This design comes from an exercise in tuning for a short achievable clock period and few clock cycles on the open sky130 flow, not from production work. The RTL was checked by simulation tests, not by an equivalence proof against the original design. No activity file was given, so power comes from the tool's default toggle rates.

==> run B: inputs <==
// remi16_core
module remi16_core (
    input  wire        clk,
    input  wire        rst,           
    input  wire        start,         
    input  wire        mode,          
    output wire        ready,
    output reg         done,
    output reg  [1:0]  outcome,       
    output reg  [2:0]  fault_code,    
    input  wire [3:0]  dbg_sel,
    output wire [15:0] dbg_rdata,
    input  wire [14:0] prog_n,        
    output wire [13:0] imem_addr,     
    input  wire [31:0] imem_rdata,
    output wire        dmem_req,
    output wire        dmem_we,
    output wire [17:0] dmem_addr,     
    output wire [7:0]  dmem_wdata,
    input  wire        dmem_gnt,
    input  wire [7:0]  dmem_rdata     
);
export LEC_CHECK = 0
export ABC_CLOCK_PERIOD_IN_PS = 2500
export CAP_MARGIN = 20
export CORE_MARGIN = 2
export CORE_UTILIZATION = 40
export PLACE_DENSITY = 0.6
export SETUP_SLACK_MARGIN = 3.3
export SLEW_MARGIN = 20
create_clock -name core_clock -period 6.0 [get_ports {clk}]
run.sh (not shown) runs the stock make flow with config.mk's settings and CLKGATE_MAP_FILE= SYNTH_SCRIPT=/design/flow/synth_recipe.tcl, a recipe that flattens the netlist after the stock synthesis.
==> inputs of run D, as changes to run B <==
--- a/flow/design.v
+++ b/flow/design.v
@@ -61,13 +61,13 @@
     reg  [15:0] e_npc;
     reg         m_v, m_ph, m_we, m_lw;
     reg  [17:0] m_cur, m_a1;
     reg  [7:0]  m_wd, m_hi;
     reg  [3:0]  m_dest;
     localparam NB = 3;
-    reg  [1:0]  bcnt;
+    reg  [1:0]  bcnt, b_rp, b_wp;
     reg         b_we [0:NB-1];
     reg         b_lw [0:NB-1];   
     reg  [15:0] b_ea [0:NB-1];
     reg  [1:0]  b_mb [0:NB-1];
     reg  [15:0] b_d  [0:NB-1];
     reg  [3:0]  b_dest [0:NB-1];
@@ -86,12 +86,34 @@
         input [3:0] sB;
         input       useM;
         smask_of = ((useA && sA != 4'd0) ? oh(sA) : 16'd0) |
                    ((useB && sB != 4'd0) ? oh(sB) : 16'd0) |
                    (useM ? 16'h0020 : 16'd0);
     endfunction
+    function [15:0] add16;
+        input [15:0] a;
+        input [15:0] b;
+        reg   [15:0] p0, g, p, gn, pn;
+        integer lv, n;
+        begin
+            p0 = a ^ b;
+            g  = a & b;
+            p  = p0;
+            for (lv = 1; lv < 16; lv = lv * 2) begin
+                gn = g;
+                pn = p;
+                for (n = lv; n < 16; n = n + 1) begin
+                    gn[n] = g[n] | (p[n] & g[n - lv]);
+                    pn[n] = p[n] & p[n - lv];
+                end
+                g = gn;
+                p = pn;
+            end
+            add16 = p0 ^ {g[14:0], 1'b0};
+        end
+    endfunction
     function [17:0] phys;
         input [15:0] a;
         input [1:0]  mb;
         phys = a[15] ? {({1'b0, mb} + 3'd1), a[14:0]} : {3'd0, a[14:0]};
     endfunction
     wire        m_acc    = m_v && dmem_gnt;
@@ -99,17 +121,27 @@
     wire        m_free   = !m_v || m_last;
     wire        b_any    = (bcnt != 2'd0);
     wire        ho_ok    = !m_v || (bcnt < NB);
     wire [15:0] ldval    = {dmem_rdata, lo};
     wire        drain_ok = !b_any && (!m_v || (m_last && m_we));
     reg  [15:0] b_live;          
+    wire [2:0]  b_liv = (bcnt == 2'd0) ? 3'b000 :
+                        (bcnt == 2'd1) ? (3'b001 << b_rp) :
+                        (bcnt == 2'd2) ? ((b_rp == 2'd0) ? 3'b011 : (b_rp == 2'd1) ? 3'b110 : 3'b101) :
+                        3'b111;
+    wire        bh_we   = b_we[b_rp];
+    wire        bh_lw   = b_lw[b_rp];
+    wire [15:0] bh_ea   = b_ea[b_rp];
+    wire [1:0]  bh_mb   = b_mb[b_rp];
+    wire [15:0] bh_d    = b_d[b_rp];
+    wire [3:0]  bh_dest = b_dest[b_rp];
     integer j;
     always @(*) begin
         b_live = 16'd0;
         for (j = 0; j < NB; j = j + 1)
-            if (j < bcnt && b_lw[j]) b_live = b_live | oh(b_dest[j]);
+            if (b_liv[j] && b_lw[j]) b_live = b_live | oh(b_dest[j]);
     end
     assign dmem_req   = m_v && !rst;
     assign dmem_we    = m_we;
     assign dmem_addr  = m_cur;
     assign dmem_wdata = m_wd;
     wire [31:0] iw  = imem_rdata;
@@ -137,14 +169,14 @@
     wire        i_end  = i_fb || i_bop || i_breg || i_bbus || (iop == 8'h01);
     wire [3:0]  i_sA   = ia0[3:0];
     wire [3:0]  i_sB   = ia1[3:0];
     wire        i_hi7  = iw[31] || iw[31:16] == 16'h7FFF;
     wire        i_mid7 = iw[23] || iw[23:8] == 16'h7FFF;
     wire [15:0] i_tgt  = iw[23:8] + 16'd4;
-    wire        i_jmp  = fly && i_lit && (ia2 == 8'h00) && (iw[23:8] != ipc);
-    wire [15:0] e_res   = e_a + e_b;
+    wire        i_jmp  = fly && ({iw[31:24], iw[7:0]} == 16'h0002) && (iw[23:8] != ipc);
+    wire [15:0] e_res   = add16(e_a, e_b);
     wire        e_redir = ev && e_movpc && mode_r;
     wire        e_wr    = ev && e_we;
     wire        q0v  = (cnt != 2'd0);
     wire [15:0] hpc  = q_pc[0];
     wire [23:0] hw   = q_w[0];
     wire [3:0]  sA   = hw[3:0];
@@ -171,16 +203,13 @@
             rdoh = sel[0] ? v0 : 16'd0;
             for (n = 1; n < 16; n = n + 1)
                 rdoh = rdoh | (sel[n] ? x[n] : 16'd0);
         end
     endfunction
     wire [15:0] vA = h_fEA ? e_res : h_fWA ? ldval : rdoh(h_ohA, hpc);
-    wire        use_dbg = idle || !q0v || q_end[0] || (!mode_r && d_once) || wait_ldpc || pcfix;
-    wire        fEB = use_dbg ? (e_wr && e_dest == dbg_sel) : h_fEB;
-    wire        fWB = use_dbg ? (wbv && wb_dest == dbg_sel && wb_dest != 4'd0) : h_fWB;
-    wire [15:0] vB  = fEB ? e_res : fWB ? ldval : rdoh(use_dbg ? oh(dbg_sel) : h_ohB, hpc);
+    wire [15:0] vB = h_fEB ? e_res : h_fWB ? ldval : rdoh(h_ohB, hpc);
     wire [1:0]  vM = (e_wr && e_dest == 4'd5) ? (e_a[1:0] + e_b[1:0]) :
                      (wbv && wb_dest == 4'd5) ? lo[1:0] : x[5][1:0];
     wire d_hz    = |(pend & h_smask);
     wire [3:0] c_oh = {cnt == 2'd3, cnt == 2'd2, cnt == 2'd1, cnt == 2'd0};
     wire d_block = (!mode_r && d_once) || wait_ldpc || pcfix || e_redir;
     wire d_ok    = run && q0v && !d_block;
@@ -191,14 +220,14 @@
     wire kill    = d_alu && d_wr;         
     wire [3:0] kd = d_dest;
     wire killM   = kill && m_lw && (m_dest == kd);
     wire wbn     = m_last && m_lw && !killM && (m_dest != 4'd0);
     wire [17:0] d_p0 = phys(d_val, vM);
     wire [17:0] d_p1 = phys(d_val + 16'd1, vM);
-    wire [17:0] b_p0 = phys(b_ea[0], b_mb[0]);
-    wire [17:0] b_p1 = phys(b_ea[0] + 16'd1, b_mb[0]);
+    wire [17:0] b_p0 = phys(bh_ea, bh_mb);
+    wire [17:0] b_p1 = phys(bh_ea + 16'd1, bh_mb);
     wire [3:0]  qff  = q_ff[0];
     wire [2:0]  d_fc = qff[3] ? F_FETCH : qff[2] ? F_OPCODE : qff[1] ? F_REG :
                        qff[0] ? F_BUS : 3'd0;
     wire f_d   = d_ok && q_end[0] && drain_ok;
     wire f_sm  = sfin && drain_ok;
     wire f_pf  = pcfix && !mode_r;
@@ -214,32 +243,38 @@
     assign imem_addr = fpc[15:2];
     assign ready     = idle;
     assign dbg_rdata = dbg_q;
     wire redir_ld = pcfix && mode_r;                     
     wire ldpc_go  = d_disp && d_ldpc && mode_r;
     wire issue    = !wait_ldpc && ({1'b0, cnt} + {2'b0, fly} <= 3'd2);
+    wire [15:0] fpc_o = idle ? (start ? x0p4 : x[0]) : fin ? fin_pc :
+                        e_redir ? e_res : redir_ld ? x0p4 : issue ? fpc + 16'd4 : fpc;
+    wire [15:0] fpc_n = (i_jmp && !idle && !fin && !e_redir && !redir_ld) ? i_tgt : fpc_o;
     reg  [15:0] xn0;
     always @(*) begin
         if (rst)                              xn0 = 16'd0;
         else if (fin)                         xn0 = fin_pc;
         else if (wbv && wb_dest == 4'd0)      xn0 = ldval;
         else                                  xn0 = x[0];
     end
     integer i;
+    always @(posedge clk)
+        fpc <= rst ? 16'd0 : fpc_n;
     always @(posedge clk) begin
         x[0] <= xn0;
         for (i = 1; i < 16; i = i + 1) begin
             if (rst)                              x[i] <= 16'd0;
             else if (e_wr && e_dest == i)         x[i] <= e_res;
             else if (wbv && wb_dest == i)         x[i] <= ldval;
         end
         if (rst)                                  dbg_q <= 16'd0;
         else if (dbg_sel == 4'd0)                 dbg_q <= xn0;
-        else                                      dbg_q <= vB;
+        else if (e_wr && e_dest == dbg_sel)       dbg_q <= e_res;
+        else if (wbv && wb_dest == dbg_sel)       dbg_q <= ldval;
+        else                                      dbg_q <= x[dbg_sel];
     end
-    reg [1:0] b_cp;
     reg       b_pop, b_push;
     integer k;
     always @(posedge clk) begin
         rd0 <= 1'b0;
         wbv <= 1'b0;
         done <= 1'b0;
@@ -257,78 +292,73 @@
             mode_r    <= 1'b0;
             d_once    <= 1'b0;
             wait_ldpc <= 1'b0;
             pcfix     <= 1'b0;
             sfin      <= 1'b0;
             pend      <= 16'd0;
-            fpc       <= 16'd0;
             fly       <= 1'b0;
             cnt       <= 2'd0;
             ev        <= 1'b0;
             m_v       <= 1'b0;
             bcnt      <= 2'd0;
+            b_rp      <= 2'd0;
+            b_wp      <= 2'd0;
             outcome   <= OUT_CONTINUE;
             fault_code <= 3'd0;
         end else if (!run) begin
             if (start) begin
                 run    <= 1'b1;
                 idle   <= 1'b0;
                 mode_r <= mode;
                 pn     <= prog_n;
                 d_once <= 1'b0;
                 fly    <= 1'b1;
-                ipc    <= fpc;
-                fpc    <= fpc + 16'd4;
+                ipc    <= x[0];
                 cnt    <= 2'd0;
             end
         end else begin
             pend <= (pend & ~(kill ? oh(kd) : 16'd0) &
                      ((m_last && m_lw) ? ~(oh(m_dest) & ~b_live) : 16'hFFFF)) |
                     ((d_disp && d_ld && !a2z) ? oh(a2n) : 16'd0);
             for (j = 0; j < NB; j = j + 1)
-                if (kill && b_dest[j] == kd) b_lw[j] <= 1'b0;
+                if (kill && b_dest[j] == kd && b_liv[j]) b_lw[j] <= 1'b0;
             if (killM) m_lw <= 1'b0;
             if (m_acc && !m_ph) begin
                 m_ph  <= 1'b1;
                 m_cur <= m_a1;
                 m_wd  <= m_hi;
                 rd0   <= !m_we;
             end
             if (m_last && m_lw && !killM) begin
                 wbv     <= 1'b1;
                 wb_dest <= m_dest;
             end
             if (m_free) begin
+                m_ph <= 1'b0;
                 if (b_any) begin
-                    m_v <= 1'b1; m_ph <= 1'b0; m_we <= b_we[0];
-                    m_lw <= b_lw[0] && !(kill && b_dest[0] == kd);
+                    m_v <= 1'b1; m_we <= bh_we;
+                    m_lw <= bh_lw && !(kill && bh_dest == kd);
                     m_cur <= b_p0; m_a1 <= b_p1;
-                    m_wd <= b_d[0][7:0]; m_hi <= b_d[0][15:8]; m_dest <= b_dest[0];
-                end else if (d_disp) begin
-                    m_v <= 1'b1; m_ph <= 1'b0; m_we <= d_st;
+                    m_wd <= bh_d[7:0]; m_hi <= bh_d[15:8]; m_dest <= bh_dest;
+                end else begin
+                    m_v <= d_disp; m_we <= d_st;
                     m_lw <= !d_st;
                     m_cur <= d_p0; m_a1 <= d_p1;
                     m_wd <= vA[7:0]; m_hi <= vA[15:8]; m_dest <= a2n;
-                end else begin
-                    m_v <= 1'b0;
                 end
             end
             b_pop  = m_free && b_any;
             b_push = d_disp && !(m_free && !b_any);
-            b_cp   = bcnt - {1'b0, b_pop};
-            bcnt  <= b_cp + {1'b0, b_push};
+            bcnt  <= bcnt - {1'b0, b_pop} + {1'b0, b_push};
+            if (b_pop)  b_rp <= (b_rp == 2'd2) ? 2'd0 : b_rp + 2'd1;
+            if (b_push) b_wp <= (b_wp == 2'd2) ? 2'd0 : b_wp + 2'd1;
             for (j = 0; j < NB; j = j + 1) begin
-                if (b_push && b_cp == j) begin
+                if (b_wp == j && bcnt != NB) begin
                     b_we[j] <= d_st; b_lw[j] <= !d_st;
                     b_ea[j] <= d_val; b_mb[j] <= vM;
                     b_d[j] <= vA; b_dest[j] <= a2n;
-                end else if (b_pop && j < NB - 1) begin
-                    b_we[j] <= b_we[j+1];
-                    b_lw[j] <= b_lw[j+1] && !(kill && b_dest[j+1] == kd);
-                    b_ea[j] <= b_ea[j+1]; b_mb[j] <= b_mb[j+1];
-                    b_d[j] <= b_d[j+1]; b_dest[j] <= b_dest[j+1];
                 end
             end
             if (d_go) d_once <= 1'b1;
             ev <= d_alu;
             if (d_disp && !mode_r && !d_ldpc) begin
                 sfin    <= 1'b1;
@@ -355,22 +385,14 @@
                 h_ohA   <= oh(q_w[1][3:0]);
                 h_ohB   <= oh(q_w[1][11:8]);
                 h_smask <= smask_of(q_mov[1] || q_add[1] || q_st[1], q_w[1][3:0],
                                     q_add[1], q_w[1][11:8],
                                     (q_st[1] && q_hi7[1]) || (q_ld[1] && q_mid7[1]));
             end
-            if (i_jmp) begin
-                fly <= 1'b0;
-                fpc <= i_tgt;
-            end else begin
-                fly <= issue;
-                if (issue) begin
-                    ipc <= fpc;
-                    fpc <= fpc + 16'd4;
-                end
-            end
+            fly <= issue && !i_jmp;
+            ipc <= fpc;      
             cnt <= cnt - {1'b0, d_go} + {1'b0, fly};
             for (k = 0; k < 3; k = k + 1) begin
                 if (fly && (d_go ? c_oh[k+1] : c_oh[k])) begin
                     q_pc[k]    <= ipc;
                     q_end[k]   <= i_end;
                     q_ff[k]    <= {i_fb, i_bop, i_breg, i_bbus};
@@ -398,35 +420,32 @@
                     q_w[k]     <= q_w[k+1];
                 end
             end
             if (e_redir) begin
                 cnt <= 2'd0;
                 fly <= 1'b0;
-                fpc <= e_res;
             end
             if (ldpc_go) begin
                 cnt <= 2'd0;
                 fly <= 1'b0;
             end
             if (redir_ld) begin
                 pcfix     <= 1'b0;
                 wait_ldpc <= 1'b0;
                 cnt <= 2'd0;
                 fly <= 1'b0;
-                fpc <= x0p4;
             end
             if (fin) begin
                 run        <= 1'b0;
                 idle       <= 1'b1;
                 done       <= 1'b1;
                 outcome    <= fin_oc;
                 fault_code <= f_d ? d_fc : 3'd0;
                 ev         <= 1'b0;
                 cnt        <= 2'd0;
                 fly        <= 1'b0;
-                fpc        <= fin_pc;
                 sfin       <= 1'b0;
                 pend       <= 16'd0;
                 pcfix      <= 1'b0;
                 wait_ldpc  <= 1'b0;
             end
         end
==> notes.md <==
| metric | run D | run B |
|---|---|---|
| Status | no timing/DRC/antenna violations | no timing/DRC/antenna violations |
| Largest net degree at the start of global routing | 105 | 181 |
| Routed Wire Length | 212 mm | 219 mm |
| Std cell rows | 123 | 122 |
| Worst setup SP type | input port | flop |
| Met3 routing resource usage after global routing | 12.8% | 12.8% |
| Actual transition at the worst max-transition pin | 1230 ps | 1210 ps |
| Sequential Area | 21200 µm² | 21100 µm² |
| Data required time of the worst path | 6590 ps | 6600 ps |
| Cell with the most instances on the worst path | nor4_4 | buf_12 |
| Layout multi-input combinational cell count | 3321 | 3265 |
| Total Power | 14.3 mW | 13.9 mW |
| Worst slew slack as a fraction of its limit | 17.8% | 19.0% |
| Wire length of the first global-routing pass | 291 mm | 289 mm |
| Clock tree buffer count of the final layout | 126 | 119 |
| Mux cell area share after synthesis | 9.38% | 10.4% |
| Number of antenna violations at the first check in global routing | 9 | 23 |
| Die Height | 340 µm | 337 µm |
| Detailed route wirelength on metal3 | 29.3 mm | 31.2 mm |
| Routing usage on met2 | 49.6% | 51.1% |
| Number of tap cells added at floorplan | 1500 | 1488 |
| Post-CTS setup-driven buffer insertion count | 143 | 209 |
| Floorplan die area | 116000 µm² | 114000 µm² |
| Placed Cells | 5999 | 5893 |
Testbench counts of run B, summed over its fixed seeds: cycles 7,821.
Testbench counts of run D, summed over its fixed seeds: cycles 7,821.

static timing again, ports no longer ideal:
The flow's constraints put no driver on any port. The routed layouts listed below were extracted and timed again, unchanged, in two steps.
Step 1, drivers: a clkbuf_16 drives clk and a buf_2 each remaining input, both assumed.
Step 2 times the ports against the registers' clock, not the clock port: input delays grow and output delays shrink by t, the midpoint of the rising clock arrivals with the driver on.
Three values: ideal, step 1, step 2; two values: the first two.
| run | shift t [ns] | setup slack, ns | worst hold slack (ns) | slew at the worst register clock pin (ns) |
|---|---|---|---|---|
| run B | 0.782 | 2.860 / 2.860 / 2.103 | 0.463 / 0.463 / 0.463 | 0.08 / 0.08 |
| run D | 0.786 | 2.991 / 2.995 / 2.261 | 0.472 / 0.472 / 0.472 | 0.07 / 0.07 |
After both steps every run listed still meets setup and hold. The setup slack of run B, which loses most, moves by 0.000 ns with the drivers and by -0.757 ns with both steps.
